Context: an optimization exercise on an open-source flow, tuned for small area, a short achievable clock period and few clock cycles. The choices shown serve that exercise and are no tape-out recipe.
In this exercise RTL edits were held to simulation tests only and were not proved equivalent to the original.
Power and IR drop assume default switching activity.

== oak ==
## sbl_scanner
module sbl_scanner #(
    parameter N_CELLS        = 36,
    parameter FLASH1_PERIOD  = 3,
    parameter FLASH2_PERIOD  = 1,
    parameter HOLD_THRESHOLD = 10,
    parameter SPI_MODE       = 0,
    parameter NB             = (N_CELLS + 7) / 8
) (
    input  wire            clk,
    input  wire            rst,
    input  wire            cmd_valid,
    output wire            cmd_ready,
    input  wire [63:0]     cmd_data,
    output wire            rsp_valid,
    input  wire            rsp_ready,
    output wire [63:0]     rsp_data,
    output wire            xfer_req,
    output wire [NB*8-1:0] xfer_out,
    input  wire            xfer_ack,
    input  wire            xfer_ok,
    input  wire [NB*8-1:0] xfer_in,
    input  wire [7:0]      xfer_reason
);
Size in the first run: roughly 5900 cells after synthesis, roughly 1100 flip-flops, roughly 64000 um2 of cells after synthesis.
Settings: LEC_CHECK=0, CAP_MARGIN=20, CORE_MARGIN=2, CORE_UTILIZATION=40, CTS_BUF_LIST=sky130_fd_sc_hd__clkbuf_8, PLACE_DENSITY=0.5, SLEW_MARGIN=20; clock period 12.0 ns.
standard.sh (not shown) runs the stock make flow with config.mk's settings and CLKGATE_MAP_FILE= SYNTH_SCRIPT=/design/flow/synth_recipe.tcl, a recipe that flattens the netlist after the stock synthesis.
==> flow/flow/run.sh <==
#!/bin/bash
# Standard ORFS layout, with repair_timing asked to leave a setup margin so
# that the optimiser keeps working on timing below the 12 ns clock.
set -euo pipefail
bash standard.sh SETUP_SLACK_MARGIN=8.2 finish > standard_flow.log 2>&1
Testbench counts of oak, summed over its fixed seeds: cycles 23,175.
## Diff of input files: maple against oak
diff --git a/flow/config.mk b/flow/config.mk
--- a/flow/config.mk
+++ b/flow/config.mk
@@ -11 +10,0 @@
-export CTS_BUF_LIST = sky130_fd_sc_hd__clkbuf_8
Notes after the runs:
From oak to maple the numbers moved as follows: cell count of the worst hold path closely matched the old numbers, count of cells along the worst register-to-register path climbed 2, starting density of the core neither gained nor lost much, maximum frequency went up.
The mean number of vias per cell in maple was higher than what oak gave.


Another version of the RTL of sbl_scanner (not shown whole).
For scale: about 5,900 cells after synthesis, roughly 1,100 flip-flops, about 230 I/O pins.
clock: 12.0 ns
lec_check: 0
cap_margin: 20
core_margin: 2
core_utilization: 40
place_density: 0.5
slew_margin: 20
==> flow/flow/run.sh <==
#!/bin/bash
# Standard ORFS layout, with repair_timing asked to leave a setup margin so
# that the optimiser keeps working on timing below the 12 ns clock.
set -euo pipefail
bash standard.sh SETUP_SLACK_MARGIN=8.4 finish > standard_flow.log 2>&1
Testbench counts at the start, summed over its fixed seeds: cycles 23,183.
Rerun with:
==> flow/flow/run.sh (replaced) <==
#!/bin/bash
# Standard ORFS layout, with repair_timing asked to leave a setup margin so
# that the optimiser keeps working on timing below the 12 ns clock.
set -euo pipefail
bash standard.sh SETUP_SLACK_MARGIN=8.2 finish > standard_flow.log 2>&1
The new run ran to the end with no violations. Setup slack got worse by 0.041 ns. Synthesized cell count is unchanged. Total power fell by 1.2%. Maximum frequency went down by 1.0%.
Rerun with:
Settings changed: CORE_UTILIZATION 40 to 50, PLACE_DENSITY 0.5 to 0.62.
Effect: The changed run completed without violations. Sequential share of layout area climbs by 0.17 points. Routed wire length shrinks by 3.2%. Maximum frequency goes down by 1.5%. Die area goes down by 20%.


Setup of violet:
Another version of the RTL of sbl_scanner (not shown whole).
For scale: roughly 6000 cells after synthesis, roughly 230 I/O pins, roughly 65000 sq um of cells after synthesis.
export LEC_CHECK = 0
export CAP_MARGIN = 20
export CORE_MARGIN = 2
export CORE_UTILIZATION = 40
export CTS_CLUSTER_DIAMETER = 60
export CTS_CLUSTER_SIZE = 20
export PLACE_DENSITY = 0.5
export SLEW_MARGIN = 20
create_clock -name core_clock -period 12.0 [get_ports {clk}]
==> flow/flow/run.sh <==
#!/bin/bash
# Standard ORFS layout, with repair_timing asked to leave a setup margin so
# that the optimiser keeps working on timing below the 12 ns clock.
set -euo pipefail
bash standard.sh SETUP_SLACK_MARGIN=8.2 finish > standard_flow.log 2>&1
Testbench counts of violet, summed over its fixed seeds: cycles 23,175.
For pepper, these inputs were changed with respect to violet:
# violet
export LEC_CHECK = 0
export CAP_MARGIN = 20
export CORE_MARGIN = 2
export CORE_UTILIZATION = 40
export CTS_CLUSTER_DIAMETER = 60
export CTS_CLUSTER_SIZE = 20
export PLACE_DENSITY = 0.5
export SLEW_MARGIN = 20
create_clock -name core_clock -period 12.0 [get_ports {clk}]
# pepper
export LEC_CHECK = 0
export CAP_MARGIN = 20
export CORE_MARGIN = 2
export CORE_UTILIZATION = 40
export PLACE_DENSITY = 0.5
export SLEW_MARGIN = 20
create_clock -name core_clock -period 12.0 [get_ports {clk}]
==> comparison <==
pepper: all stages complete, timing, DRC and antenna checks passed
Looking at total power of the final layout, pepper sits 2.1% below violet.
violet has a higher data arrival time of the critical path than pepper.
Relative to violet, the overall routed net length measured on pepper has decreased slightly.
Wire length of the first global-routing pass shrinks slightly when moving from violet to pepper.

[re-timing with driven ports]
The results above use ideal ports. As a check the final layouts listed here were re-extracted and re-timed, cells and wires unchanged.
Step 1 sets driving cells, clkbuf_16 on the clock port and buf_2 on the other inputs (assumed; they add their load-dependent delay and slew).
Step 2 times the ports against the registers' clock, not the clock port: input delays grow and output delays shrink by t, the midpoint of the rising clock arrivals with the driver on.
Slacks: ideal ports / drivers / drivers and shift; pairs: ideal ports / drivers.
run	t, ns	setup slack, ns	worst setup path at the end	slew at the worst register clock pin (ns)
oak	1.082	7.972 / 7.972 / 7.122	input to register	0.07 / 0.07
maple	0.888	8.024 / 8.024 / 7.303	input to register	0.07 / 0.07
the first run of note 2	0.882	8.065 / 8.125 / 7.243	input to register	0.07 / 0.07
the second run of note 2	0.877	8.024 / 8.029 / 7.179	input to register	0.06 / 0.06
the third run of note 2	0.877	7.962 / 7.962 / 7.188	input to register	0.07 / 0.07
violet	0.871	7.782 / 7.824 / 6.964	input to register	0.08 / 0.08
pepper	0.889	7.848 / 7.903 / 7.015	input to register	0.07 / 0.07
After both steps every run listed still meets setup and hold. The setup slack of oak, which loses most, moves by 0.000 ns with the drivers and by -0.850 ns with both steps.
